Context: an optimization exercise on an open-source flow, tuned for small area, a short achievable clock period and few clock cycles. The choices shown serve that exercise and are no tape-out recipe. Where RTL was checked, it was by simulation tests only, not by an equivalence proof against the original.

==> 05-21: inputs <==
==> flow/design.v (excerpt) <==
module sieve_engine (
    input  wire        clk,
    input  wire        rst_n,
    input  wire        reg_we,
    input  wire [8:0]  reg_addr,
    input  wire [63:0] reg_wdata,
    output reg  [63:0] reg_rdata,
    input  wire [2:0]  win_addr,
    output wire [63:0] win_rdata,
    output wire        irq
);
    localparam [63:0] ID_VALUE = 64'h4743_3630_0007_0001;
    localparam E_OK = 4'd0, E_ILLEGAL = 4'd1, E_STATE = 4'd2, E_ARG = 4'd3,
               E_PRIME = 4'd4, E_DUP = 4'd5, E_RANGE = 4'd6, E_NOMEM = 4'd7,
               E_PDB_FULL = 4'd8;
    localparam K_RDREC = 2'd0, K_APPLY = 2'd1, K_SIEVE = 2'd2, K_CLS = 2'd3;
    function [4:0] rmap;                  
        input [5:0] r;
        begin
            case (r)
                6'd1:  rmap = {1'b1, 4'd0};
                6'd3:  rmap = {1'b1, 4'd1};
                6'd7:  rmap = {1'b1, 4'd2};
                6'd9:  rmap = {1'b1, 4'd3};
                6'd13: rmap = {1'b1, 4'd4};
                6'd19: rmap = {1'b1, 4'd5};
                6'd21: rmap = {1'b1, 4'd6};
                6'd27: rmap = {1'b1, 4'd7};
                6'd31: rmap = {1'b1, 4'd8};
                6'd33: rmap = {1'b1, 4'd9};
                6'd37: rmap = {1'b1, 4'd10};
                6'd39: rmap = {1'b1, 4'd11};
                6'd43: rmap = {1'b1, 4'd12};
                6'd49: rmap = {1'b1, 4'd13};
                6'd51: rmap = {1'b1, 4'd14};
                6'd57: rmap = {1'b1, 4'd15};
                default: rmap = 5'd0;
            endcase
        end
    endfunction
    function [5:0] pval;
        input [3:0] c;
        begin
            pval[0] = (c == 4'd0) | (c == 4'd1) | (c == 4'd2) | (c == 4'd3) | (c == 4'd4) | (c == 4'd5) | (c == 4'd6) | (c == 4'd7) | (c == 4'd8) | (c == 4'd9) | (c == 4'd10);
            pval[1] = (c == 4'd0) | (c == 4'd1) | (c == 4'd4) | (c == 4'd5) | (c == 4'd7) | (c == 4'd10);
  ...
clock: 12.0 ns
lec_check: 0
cap_margin: 20
core_margin: 2
core_utilization: 30
setup_slack_margin: 5
slew_margin: 20
synth_memory_max_bits: 16384
run.sh (not shown) runs the stock make flow with config.mk's settings and CLKGATE_MAP_FILE= SYNTH_SCRIPT=/design/flow/synth_recipe.tcl, a recipe that flattens the netlist after the stock synthesis.
==> 12-03: changes against 05-21 <==
--- a/flow/design.v
+++ b/flow/design.v
@@ -790,22 +790,23 @@
     wire [58:0] cls_res0 = cls_lo ? 59'd0 : cls_q[58:0];
     wire [16:0] cls_res1 = cls_lo ? 17'h10000
                                   : {5'd0, cls_map[3:0], cls_map[4], 1'b0, cls_r};
     wire        cfg_arg   = (arg0 == 64'd0) || (arg1 == 64'd0);
     wire        cfg_nomem = (arg0 > 64'd1860);
     wire [10:0] cfg_div   = div60(arg0[10:0] - 11'd1);
     wire [5:0]  cfg_nb    = cfg_div[10:6] + 6'd2;
     wire        rb_range = (|arg0[63:6]) || (arg0[5:0] >= nblocks);
-    wire [15:0] rb_val   = bsv[arg0[4:0]*16 +: 16];
     wire [10:0] qn     = arg0[10:0];
     wire        q_range = (|arg0[63:11]) || (qn > limit);
     wire [10:0] q_div  = div60(qn - 11'd10);
     wire [4:0]  q_map  = rmap(q_div[5:0]);
-    wire        q_bit  = bsv[{q_div[10:6], q_map[3:0]}];
+    wire [4:0]  bk_idx = opc[3] ? q_div[10:6] : arg0[4:0];
+    wire [15:0] rb_val = bsv[bk_idx*16 +: 16];
+    wire        q_bit  = rb_val[q_map[3:0]];
     reg         q_v;
     always @(*) begin
         if (qn < 11'd2)
             q_v = 1'b0;
         else if (qn == 11'd2 || qn == 11'd3 || qn == 11'd5 || qn == 11'd7)
             q_v = 1'b1;
         else if (qn < 11'd11)
             q_v = 1'b0;
@@ -1734,18 +1735,17 @@
     assign wt[0] = (wt_key == 10'd3) | (wt_key == 10'd5) | (wt_key == 10'd7) | (wt_key == 10'd9) | (wt_key == 10'd11) | (wt_key == 10'd13) | (wt_key == 10'd15) | (wt_key == 10'd17) | (wt_key == 10'd19) | (wt_key == 10'd21) | (wt_key == 10'd23) | (wt_key == 10'd25) | (wt_key == 10'd27) | (wt_key == 10'd29) | (wt_key == 10'd31) | (wt_key == 10'd66) | (wt_key == 10'd68) | (wt_key == 10'd70) | (wt_key == 10'd72) | (wt_key == 10'd74) | (wt_key == 10'd76) | (wt_key == 10'd77) | (wt_key == 10'd79) | (wt_key == 10'd81) | (wt_key == 10'd83) | (wt_key == 10'd85) | (wt_key == 10'd87) | (wt_key == 10'd88) | (wt_key == 10'd90) | (wt_key == 10'd92) | (wt_key == 10'd94) | (wt_key == 10'd96) | (wt_key == 10'd131) | (wt_key == 10'd133) | (wt_key == 10'd134) | (wt_key == 10'd136) | (wt_key == 10'd138) | (wt_key == 10'd140) | (wt_key == 10'd142) | (wt_key == 10'd145) | (wt_key == 10'd148) | (wt_key == 10'd150) | (wt_key == 10'd152) | (wt_key == 10'd154) | (wt_key == 10'd156) | (wt_key == 10'd157) | (wt_key == 10'd159) | (wt_key == 10'd160) | (wt_key == 10'd197) | (wt_key == 10'd199) | (wt_key == 10'd200) | (wt_key == 10'd203) | (wt_key == 10'd205) | (wt_key == 10'd207) | (wt_key == 10'd208) | (wt_key == 10'd210) | (wt_key == 10'd212) | (wt_key == 10'd214) | (wt_key == 10'd216) | (wt_key == 10'd217) | (wt_key == 10'd220) | (wt_key == 10'd222) | (wt_key == 10'd224) | (wt_key == 10'd262) | (wt_key == 10'd263) | (wt_key == 10'd266) | (wt_key == 10'd267) | (wt_key == 10'd269) | (wt_key == 10'd271) | (wt_key == 10'd273) | (wt_key == 10'd274) | (wt_key == 10'd276) | (wt_key == 10'd277) | (wt_key == 10'd279) | (wt_key == 10'd280) | (wt_key == 10'd281) | (wt_key == 10'd282) | (wt_key == 10'd285) | (wt_key == 10'd286) | (wt_key == 10'd288) | (wt_key == 10'd329) | (wt_key == 10'd330) | (wt_key == 10'd332) | (wt_key == 10'd333) | (wt_key == 10'd334) | (wt_key == 10'd336) | (wt_key == 10'd338) | (wt_key == 10'd341) | (wt_key == 10'd342) | (wt_key == 10'd344) | (wt_key == 10'd345) | (wt_key == 10'd348) | (wt_key == 10'd349) | (wt_key == 10'd351) | (wt_key == 10'd398) | (wt_key == 10'd402) | (wt_key == 10'd403) | (wt_key == 10'd405) | (wt_key == 10'd406) | (wt_key == 10'd408) | (wt_key == 10'd409) | (wt_key == 10'd413) | (wt_key == 10'd464) | (wt_key == 10'd465) | (wt_key == 10'd466) | (wt_key == 10'd470) | (wt_key == 10'd473) | (wt_key == 10'd476) | (wt_key == 10'd477) | (wt_key == 10'd478) | (wt_key == 10'd480) | (wt_key == 10'd535) | (wt_key == 10'd536) | (wt_key == 10'd537) | (wt_key == 10'd539) | (wt_key == 10'd540) | (wt_key == 10'd543) | (wt_key == 10'd544) | (wt_key == 10'd604) | (wt_key == 10'd605) | (wt_key == 10'd608) | (wt_key == 10'd671) | (wt_key == 10'd672);
     assign wt[1] = (wt_key == 10'd2) | (wt_key == 10'd3) | (wt_key == 10'd6) | (wt_key == 10'd7) | (wt_key == 10'd10) | (wt_key == 10'd11) | (wt_key == 10'd14) | (wt_key == 10'd15) | (wt_key == 10'd18) | (wt_key == 10'd19) | (wt_key == 10'd22) | (wt_key == 10'd23) | (wt_key == 10'd26) | (wt_key == 10'd27) | (wt_key == 10'd30) | (wt_key == 10'd31) | (wt_key == 10'd67) | (wt_key == 10'd68) | (wt_key == 10'd71) | (wt_key == 10'd72) | (wt_key == 10'd75) | (wt_key == 10'd76) | (wt_key == 10'd78) | (wt_key == 10'd79) | (wt_key == 10'd82) | (wt_key == 10'd83) | (wt_key == 10'd86) | (wt_key == 10'd87) | (wt_key == 10'd89) | (wt_key == 10'd90) | (wt_key == 10'd93) | (wt_key == 10'd94) | (wt_key == 10'd132) | (wt_key == 10'd133) | (wt_key == 10'd134) | (wt_key == 10'd137) | (wt_key == 10'd138) | (wt_key == 10'd141) | (wt_key == 10'd142) | (wt_key == 10'd144) | (wt_key == 10'd145) | (wt_key == 10'd149) | (wt_key == 10'd150) | (wt_key == 10'd153) | (wt_key == 10'd154) | (wt_key == 10'd157) | (wt_key == 10'd198) | (wt_key == 10'd199) | (wt_key == 10'd200) | (wt_key == 10'd204) | (wt_key == 10'd205) | (wt_key == 10'd209) | (wt_key == 10'd210) | (wt_key == 10'd213) | (wt_key == 10'd214) | (wt_key == 10'd218) | (wt_key == 10'd219) | (wt_key == 10'd220) | (wt_key == 10'd223) | (wt_key == 10'd224) | (wt_key == 10'd264) | (wt_key == 10'd265) | (wt_key == 10'd266) | (wt_key == 10'd267) | (wt_key == 10'd270) | (wt_key == 10'd271) | (wt_key == 10'd275) | (wt_key == 10'd276) | (wt_key == 10'd277) | (wt_key == 10'd281) | (wt_key == 10'd282) | (wt_key == 10'd287) | (wt_key == 10'd288) | (wt_key == 10'd331) | (wt_key == 10'd332) | (wt_key == 10'd333) | (wt_key == 10'd334) | (wt_key == 10'd337) | (wt_key == 10'd338) | (wt_key == 10'd343) | (wt_key == 10'd344) | (wt_key == 10'd345) | (wt_key == 10'd350) | (wt_key == 10'd351) | (wt_key == 10'd399) | (wt_key == 10'd400) | (wt_key == 10'd401) | (wt_key == 10'd402) | (wt_key == 10'd403) | (wt_key == 10'd407) | (wt_key == 10'd408) | (wt_key == 10'd409) | (wt_key == 10'd414) | (wt_key == 10'd415) | (wt_key == 10'd416) | (wt_key == 10'd467) | (wt_key == 10'd468) | (wt_key == 10'd469) | (wt_key == 10'd470) | (wt_key == 10'd474) | (wt_key == 10'd475) | (wt_key == 10'd476) | (wt_key == 10'd477) | (wt_key == 10'd478) | (wt_key == 10'd538) | (wt_key == 10'd539) | (wt_key == 10'd540) | (wt_key == 10'd606) | (wt_key == 10'd607) | (wt_key == 10'd608);
     assign wt[2] = (wt_key == 10'd4) | (wt_key == 10'd5) | (wt_key == 10'd6) | (wt_key == 10'd7) | (wt_key == 10'd12) | (wt_key == 10'd13) | (wt_key == 10'd14) | (wt_key == 10'd15) | (wt_key == 10'd20) | (wt_key == 10'd21) | (wt_key == 10'd22) | (wt_key == 10'd23) | (wt_key == 10'd28) | (wt_key == 10'd29) | (wt_key == 10'd30) | (wt_key == 10'd31) | (wt_key == 10'd69) | (wt_key == 10'd70) | (wt_key == 10'd71) | (wt_key == 10'd72) | (wt_key == 10'd77) | (wt_key == 10'd78) | (wt_key == 10'd79) | (wt_key == 10'd84) | (wt_key == 10'd85) | (wt_key == 10'd86) | (wt_key == 10'd87) | (wt_key == 10'd91) | (wt_key == 10'd92) | (wt_key == 10'd93) | (wt_key == 10'd94) | (wt_key == 10'd135) | (wt_key == 10'd136) | (wt_key == 10'd137) | (wt_key == 10'd138) | (wt_key == 10'd143) | (wt_key == 10'd144) | (wt_key == 10'd145) | (wt_key == 10'd151) | (wt_key == 10'd152) | (wt_key == 10'd153) | (wt_key == 10'd154) | (wt_key == 10'd158) | (wt_key == 10'd159) | (wt_key == 10'd160) | (wt_key == 10'd201) | (wt_key == 10'd202) | (wt_key == 10'd203) | (wt_key == 10'd204) | (wt_key == 10'd205) | (wt_key == 10'd211) | (wt_key == 10'd212) | (wt_key == 10'd213) | (wt_key == 10'd214) | (wt_key == 10'd221) | (wt_key == 10'd222) | (wt_key == 10'd223) | (wt_key == 10'd224) | (wt_key == 10'd268) | (wt_key == 10'd269) | (wt_key == 10'd270) | (wt_key == 10'd271) | (wt_key == 10'd278) | (wt_key == 10'd279) | (wt_key == 10'd280) | (wt_key == 10'd281) | (wt_key == 10'd282) | (wt_key == 10'd335) | (wt_key == 10'd336) | (wt_key == 10'd337) | (wt_key == 10'd338) | (wt_key == 10'd346) | (wt_key == 10'd347) | (wt_key == 10'd348) | (wt_key == 10'd349) | (wt_key == 10'd350) | (wt_key == 10'd351) | (wt_key == 10'd404) | (wt_key == 10'd405) | (wt_key == 10'd406) | (wt_key == 10'd407) | (wt_key == 10'd408) | (wt_key == 10'd409) | (wt_key == 10'd471) | (wt_key == 10'd472) | (wt_key == 10'd473) | (wt_key == 10'd474) | (wt_key == 10'd475) | (wt_key == 10'd476) | (wt_key == 10'd477) | (wt_key == 10'd478) | (wt_key == 10'd541) | (wt_key == 10'd542) | (wt_key == 10'd543) | (wt_key == 10'd544);
     assign wt[3] = (wt_key == 10'd8) | (wt_key == 10'd9) | (wt_key == 10'd10) | (wt_key == 10'd11) | (wt_key == 10'd12) | (wt_key == 10'd13) | (wt_key == 10'd14) | (wt_key == 10'd15) | (wt_key == 10'd24) | (wt_key == 10'd25) | (wt_key == 10'd26) | (wt_key == 10'd27) | (wt_key == 10'd28) | (wt_key == 10'd29) | (wt_key == 10'd30) | (wt_key == 10'd31) | (wt_key == 10'd73) | (wt_key == 10'd74) | (wt_key == 10'd75) | (wt_key == 10'd76) | (wt_key == 10'd77) | (wt_key == 10'd78) | (wt_key == 10'd79) | (wt_key == 10'd88) | (wt_key == 10'd89) | (wt_key == 10'd90) | (wt_key == 10'd91) | (wt_key == 10'd92) | (wt_key == 10'd93) | (wt_key == 10'd94) | (wt_key == 10'd139) | (wt_key == 10'd140) | (wt_key == 10'd141) | (wt_key == 10'd142) | (wt_key == 10'd143) | (wt_key == 10'd144) | (wt_key == 10'd145) | (wt_key == 10'd155) | (wt_key == 10'd156) | (wt_key == 10'd157) | (wt_key == 10'd158) | (wt_key == 10'd159) | (wt_key == 10'd160) | (wt_key == 10'd206) | (wt_key == 10'd207) | (wt_key == 10'd208) | (wt_key == 10'd209) | (wt_key == 10'd210) | (wt_key == 10'd211) | (wt_key == 10'd212) | (wt_key == 10'd213) | (wt_key == 10'd214) | (wt_key == 10'd272) | (wt_key == 10'd273) | (wt_key == 10'd274) | (wt_key == 10'd275) | (wt_key == 10'd276) | (wt_key == 10'd277) | (wt_key == 10'd278) | (wt_key == 10'd279) | (wt_key == 10'd280) | (wt_key == 10'd281) | (wt_key == 10'd282) | (wt_key == 10'd339) | (wt_key == 10'd340) | (wt_key == 10'd341) | (wt_key == 10'd342) | (wt_key == 10'd343) | (wt_key == 10'd344) | (wt_key == 10'd345) | (wt_key == 10'd346) | (wt_key == 10'd347) | (wt_key == 10'd348) | (wt_key == 10'd349) | (wt_key == 10'd350) | (wt_key == 10'd351) | (wt_key == 10'd410) | (wt_key == 10'd411) | (wt_key == 10'd412) | (wt_key == 10'd413) | (wt_key == 10'd414) | (wt_key == 10'd415) | (wt_key == 10'd416) | (wt_key == 10'd479) | (wt_key == 10'd480);
     assign wt[4] = (wt_key == 10'd16) | (wt_key == 10'd17) | (wt_key == 10'd18) | (wt_key == 10'd19) | (wt_key == 10'd20) | (wt_key == 10'd21) | (wt_key == 10'd22) | (wt_key == 10'd23) | (wt_key == 10'd24) | (wt_key == 10'd25) | (wt_key == 10'd26) | (wt_key == 10'd27) | (wt_key == 10'd28) | (wt_key == 10'd29) | (wt_key == 10'd30) | (wt_key == 10'd31) | (wt_key == 10'd80) | (wt_key == 10'd81) | (wt_key == 10'd82) | (wt_key == 10'd83) | (wt_key == 10'd84) | (wt_key == 10'd85) | (wt_key == 10'd86) | (wt_key == 10'd87) | (wt_key == 10'd88) | (wt_key == 10'd89) | (wt_key == 10'd90) | (wt_key == 10'd91) | (wt_key == 10'd92) | (wt_key == 10'd93) | (wt_key == 10'd94) | (wt_key == 10'd146) | (wt_key == 10'd147) | (wt_key == 10'd148) | (wt_key == 10'd149) | (wt_key == 10'd150) | (wt_key == 10'd151) | (wt_key == 10'd152) | (wt_key == 10'd153) | (wt_key == 10'd154) | (wt_key == 10'd155) | (wt_key == 10'd156) | (wt_key == 10'd157) | (wt_key == 10'd158) | (wt_key == 10'd159) | (wt_key == 10'd160) | (wt_key == 10'd215) | (wt_key == 10'd216) | (wt_key == 10'd217) | (wt_key == 10'd218) | (wt_key == 10'd219) | (wt_key == 10'd220) | (wt_key == 10'd221) | (wt_key == 10'd222) | (wt_key == 10'd223) | (wt_key == 10'd224) | (wt_key == 10'd283) | (wt_key == 10'd284) | (wt_key == 10'd285) | (wt_key == 10'd286) | (wt_key == 10'd287) | (wt_key == 10'd288) | (wt_key == 10'd352);
     assign wt[5] = (wt_key == 10'd32) | (wt_key == 10'd95) | (wt_key == 10'd96);
     integer gi;
     always @(posedge clk) begin
-        if (issue && legal && opc == 8'h04 && configured && segbase == 6'd0 &&
-            p_ok && !p_dup && !p_full) begin
+        if (!ngroups[3]) begin
             g_pc[ngroups[2:0]]    <= p_pc;
             g_first[ngroups[2:0]] <= nrecords[6:0];
         end
         if (busy)
             ph3  <= 1'b1;
         if (issue) begin
             pj   <= {ri_g, ri_loc};
             psel <= w[9:8];
==> flow/config.mk (replaced) <==
export PLATFORM = sky130hd
export DESIGN_NAME = sieve_engine
export DESIGN_NICKNAME = sieve_engine
export VERILOG_FILES = /design/flow/design.v
export SDC_FILE = /design/flow/constraint.sdc
export NUM_CORES = 8
export LEC_CHECK = 0
export CAP_MARGIN = 20
export CORE_MARGIN = 2
export CORE_UTILIZATION = 40
export SETUP_SLACK_MARGIN = 5
export SLEW_MARGIN = 20
export SYNTH_MEMORY_MAX_BITS = 16384
==> results.json <==
{
  "final.fill_count": 15400,
  "final-seq-area_um2": 12700,
  "seq_power_share": 0.140,
  "stdcell_count": 10500,
  "status": "timing/DRC/antenna clean",
  "synth_top_area_share": 0.144
}
The numbers above come from 12-03.

==> results.json <==
{
  "final-seq-area_um2": 12700,
  "synth_top_area_share": 0.139,
  "seq_power_share": 0.114,
  "status": "timing/DRC/antenna clean",
  "final.fill_count": 22700
}
The numbers above come from 05-21.

Testbench counts of 05-21, summed over its fixed seeds: cycles 1,212.
For 12-03, only the layout was checked, not whether the RTL still works.

-- static timing again, ports no longer ideal --
The results above use ideal ports. As a check the final layouts listed here were re-extracted and re-timed, cells and wires unchanged.
Step 1 (the two cells are an assumption about what drives the block):
set clk [get_ports {clk}]
set_driving_cell -lib_cell sky130_fd_sc_hd__clkbuf_16 $clk
set_driving_cell -lib_cell sky130_fd_sc_hd__buf_2 [delete_from_list [all_inputs] $clk]
Step 2 also shifts input and output timing later by t, the mid clock arrival at the registers, as if the neighbouring blocks saw the same clock.
Slacks: ideal ports / drivers / drivers and shift; pairs: ideal ports / drivers.
run	t (ns)	setup slack, ns	worst setup path after step 2
05-21	0.758	4.786 / 4.709 / 4.352	input to register
12-03	0.765	4.874 / 4.845 / 4.355	input to register
After both steps every run listed still meets setup and hold. The setup slack of 12-03, which loses most, moves by -0.029 ns with the drivers and by -0.519 ns with both steps.
